From an optimization exercise on the open Yosys and OpenROAD flow, aimed at small area, a short achievable clock period and few clock cycles per item; shortcuts taken in it are not production practice.
The RTL was checked by simulation tests, not by an equivalence proof against the original design.
Power and IR drop assume default switching activity.

==> flow/design.v (excerpt) <==
module rh_framer (
    input  wire       clk,
    input  wire       rst,
    input  wire       cmd_valid,
    input  wire [7:0] cmd_data,
    input  wire       cmd_last,
    output wire       cmd_ready,
    output wire       rsp_valid,
    output wire [7:0] rsp_data,
    output wire       rsp_last,
    input  wire       rsp_ready
);
export LEC_CHECK = 0
export CAP_MARGIN = 20
export CORE_MARGIN = 2
export CORE_UTILIZATION = 50
export CTS_CLUSTER_DIAMETER = 80
export CTS_CLUSTER_SIZE = 30
export PLACE_DENSITY = 0.6
export SLEW_MARGIN = 20
create_clock -name core_clock -period 10.0 [get_ports {clk}]
standard.sh (not shown) runs the stock make flow with config.mk's settings and CLKGATE_MAP_FILE= SYNTH_SCRIPT=/design/flow/synth_recipe.tcl, a recipe that flattens the netlist after the stock synthesis.
==> flow/flow/run.sh <==
#!/bin/bash
set -euo pipefail
export SETUP_SLACK_MARGIN=6.8
export CTS_ARGS="-sink_clustering_enable -repair_clock_nets -sink_clustering_size 30 -sink_clustering_max_diameter 80 -dont_use_dummy_load"
bash standard.sh synth > synth.log 2>&1
bash standard.sh finish > layout.log 2>&1
Testbench counts at the start, summed over its fixed seeds: cycles 46,086, items 12,000.
Change:
--- a/flow/design.v
+++ b/flow/design.v
@@ -28,17 +28,17 @@
     localparam [7:0] OP_SYS_RESET  = 8'h80, OP_CRC_UPDATE = 8'h81, OP_RX_BYTE   = 8'h82,
                      OP_RX_RESET   = 8'h83, OP_TX_ENCODE  = 8'h84, OP_DD_CHECK  = 8'h85,
                      OP_DD_FILTER  = 8'h86, OP_CFG_SETADDR = 8'h87, OP_CFG_GETADDR = 8'h88,
                      OP_CFG_SETPROM = 8'h89;
     localparam [2:0] RX_IDLE = 3'd0, RX_SAWLEAD = 3'd1, RX_INDATA = 3'd2,
                      RX_SAWDLE = 3'd3, RX_WAITHI = 3'd4, RX_WAITLO = 3'd5;
     localparam [2:0] T_ERR = 3'd0, T_OK0 = 3'd1, T_OK1 = 3'd2, T_CRC = 3'd3,
                      T_RXF = 3'd4, T_TX = 3'd5;
-    localparam integer NB = 4;               
+    localparam integer NB = 3;               
     localparam integer N  = 1 << NB;
     localparam integer R  = 256 / N;
     localparam integer QB = 3;               
     localparam integer QD = 1 << QB;
     reg       f0, f1;                        
     reg       rdy;
     reg [8:0] ib0, ib1;                      
     wire      ipush = cmd_valid & rdy;
Outcome: The changed run went through all stages and came out clean. Total power hardly moves. Wire length grows by about a fifth. Final cell count grows by a few percent. Setup slack gains 0.018 ns. Combinational power shrinks by a few percent. Cell area grows by a few percent. Worst hold slack loses 0.020 ns. Via count grows by roughly a tenth. Synthesized area grows by a few percent. Clock skew grows by 0.046 ns.
Testbench counts after the change, summed over its fixed seeds: cycles 45,308, items 12,000.

---

job 101:
rh_framer, a different RTL version from the one above (not shown whole).
Size in the first run: about 3,600 flip-flops.
clock: 10.0 ns
lec_check: 0
cap_margin: 20
core_margin: 2
core_utilization: 50
cts_cluster_diameter: 80
cts_cluster_size: 30
place_density: 0.6
slew_margin: 20
Scripts as last shown in full above: flow/flow/run.sh
Testbench counts of job 101, summed over its fixed seeds: cycles 45,308, items 12,000.
Inputs modified between job 101 and job 102:
--- a/flow/design.v
+++ b/flow/design.v
@@ -34,34 +34,31 @@
     localparam [2:0] T_ERR = 3'd0, T_OK0 = 3'd1, T_OK1 = 3'd2, T_CRC = 3'd3,
                      T_RXF = 3'd4, T_TX = 3'd5;
     localparam integer NB = 3;               
     localparam integer N  = 1 << NB;
     localparam integer R  = 256 / N;
     localparam integer QB = 3;               
     localparam integer QD = 1 << QB;
     reg       f0, f1;                        
-    reg       rdy;                           
-    reg       rdyn;                          
+    reg       rdy;
     reg [8:0] ib0, ib1;                      
-    wire      ipush = cmd_valid & !rdyn;
+    wire      ipush = cmd_valid & rdy;
     wire      ipop;
     assign cmd_ready = rdy;
     wire f1_n = (f1 && !ipop) || (f0 && !f1 && ipush && !ipop);
     always @(posedge clk) begin
         if (rst) begin
             f0  <= 1'b0;
             f1  <= 1'b0;
-            rdy  <= 1'b1;
-            rdyn <= 1'b0;
+            rdy <= 1'b1;
         end else begin
             f0  <= f1 || ipush || (f0 && !ipop);
             f1  <= f1_n;
-            rdy  <= !f1_n;
-            rdyn <= f1_n;
+            rdy <= !f1_n;
         end
     end
     always @(posedge clk) begin
         if (!f0 || (!f1 && ipop))
             ib0 <= {cmd_last, cmd_data};
         else if (ipop)
             ib0 <= ib1;
         if (!f1)
@@ -469,19 +466,17 @@
     wire [10:0] qh   = dq[qr];
     reg        cv;                           
     reg [2:0]  ct;
     reg [7:0]  cd1;
     reg [6:0]  clen1;                        
     reg [6:0]  cpo1;                         
     reg        cpz;                          
     reg        v0, v1;                       
-    reg        v0n;                          
     reg [8:0]  o0, o1;                       
-    reg [8:0]  ohn;                          
     wire       adv = cv && !v1 && !(sph == P_BUF && !br_al) &&
                      !((sph == P_HDR || sph == P_PAY) && !pv0);
     reg        sdup;
     reg [15:0] scrc;
     reg  [2:0] pcnt;
     reg  [7:0] pq0, pq1, pq2, pq3;
     wire       pv0    = (pcnt != 3'd0);
     reg  [5:0] fd;                           
@@ -645,32 +640,30 @@
             rxf_cnt <= 2'd0;
         else
             rxf_cnt <= rxf_cnt + {1'b0, (rx_step && rx_emit)}
                                - {1'b0, (sfin && ct == T_RXF)};
     end
     wire [8:0] snew = {sl, sb};
     always @(posedge clk) begin
         if (rst) begin
-            v0  <= 1'b0;
-            v0n <= 1'b1;
+            v0 <= 1'b0;
             v1 <= 1'b0;
-        end else if (!v0n && rsp_ready) begin
-            v0  <= v1 || adv;
-            v0n <= !(v1 || adv);
+        end else if (v0 && rsp_ready) begin
+            v0 <= v1 || adv;
             v1 <= 1'b0;
         end else begin
-            v0  <= !v0n || adv;
-            v0n <= v0n && !adv;
-            v1  <= v1 || (!v0n && adv);
+            v0 <= v0 || adv;
+            v1 <= v1 || (v0 && adv);
         end
     end
-    wire [8:0] o0_n = (!v0n && rsp_ready) ? (v1 ? o1 : snew) : (!v0n ? ~ohn : snew);
     always @(posedge clk) begin
-        o0  <= o0_n;
-        ohn <= ~o0_n;
+        if (v0 && rsp_ready)
+            o0 <= v1 ? o1 : snew;
+        else if (!v0)
+            o0 <= snew;
         if (!v1)
             o1 <= snew;
     end
     assign rsp_valid = v0;
     assign rsp_data  = o0[7:0];
     assign rsp_last  = o0[8];
 endmodule
Results
Job 102 gives less synthesized cell count than job 101 did.
Measured against each other, job 101 and job 102 differ in distinct cell type count after synthesis, the higher figure coming from job 102.
Flip-flop and latch area delta (job 102 -> job 101): insignificant
For post-route DRC violation count, job 101 and job 102 come out practically identical.
Compared job 102 vs job 101, and design area is down in job 102.
Synthesized net count ended up 63 lower on job 102 than on job 101.
Register-to-register path setup slack: job 102 > job 101
Power, job 101 and job 102: larger value in job 101
Setup slack after layout (lower): job 102
Testbench counts of job 102, summed over its fixed seeds: cycles 45,308, items 12,000.

[static timing again, ports no longer ideal]
How much do the figures lean on ideal ports? The routed layouts below were timed once more, with nothing changed but the port constraints. Step 1 assumes that a clkbuf_16 drives the clock port and a buf_2 every other input. Step 2 also shifts input and output timing later by t, the mid clock arrival at the registers, as if the neighbouring blocks saw the same clock. a / b / c = ideal ports / drivers / drivers and shift; a / b = the first two.
run | shift t [ns] | slack for setup (ns) | worst hold slack (ns) | latest minus earliest clock arrival (ns)
the first run of note 1 | 0.885 | 6.705 / 6.623 / 6.299 | 0.284 / 0.284 / 0.284 | 0.091 / 0.091
the second run of note 1 | 0.891 | 6.723 / 6.643 / 6.206 | 0.264 / 0.264 / 0.264 | 0.115 / 0.116
job 101 | 0.881 | 6.690 / 6.603 / 6.154 | 0.271 / 0.271 / 0.271 | 0.130 / 0.130
job 102 | 0.896 | 6.669 / 6.584 / 6.228 | 0.275 / 0.275 / 0.275 | 0.099 / 0.098
After both steps every run listed still meets setup and hold. The setup slack of job 101, which loses most, moves by -0.087 ns with the drivers and by -0.536 ns with both steps.
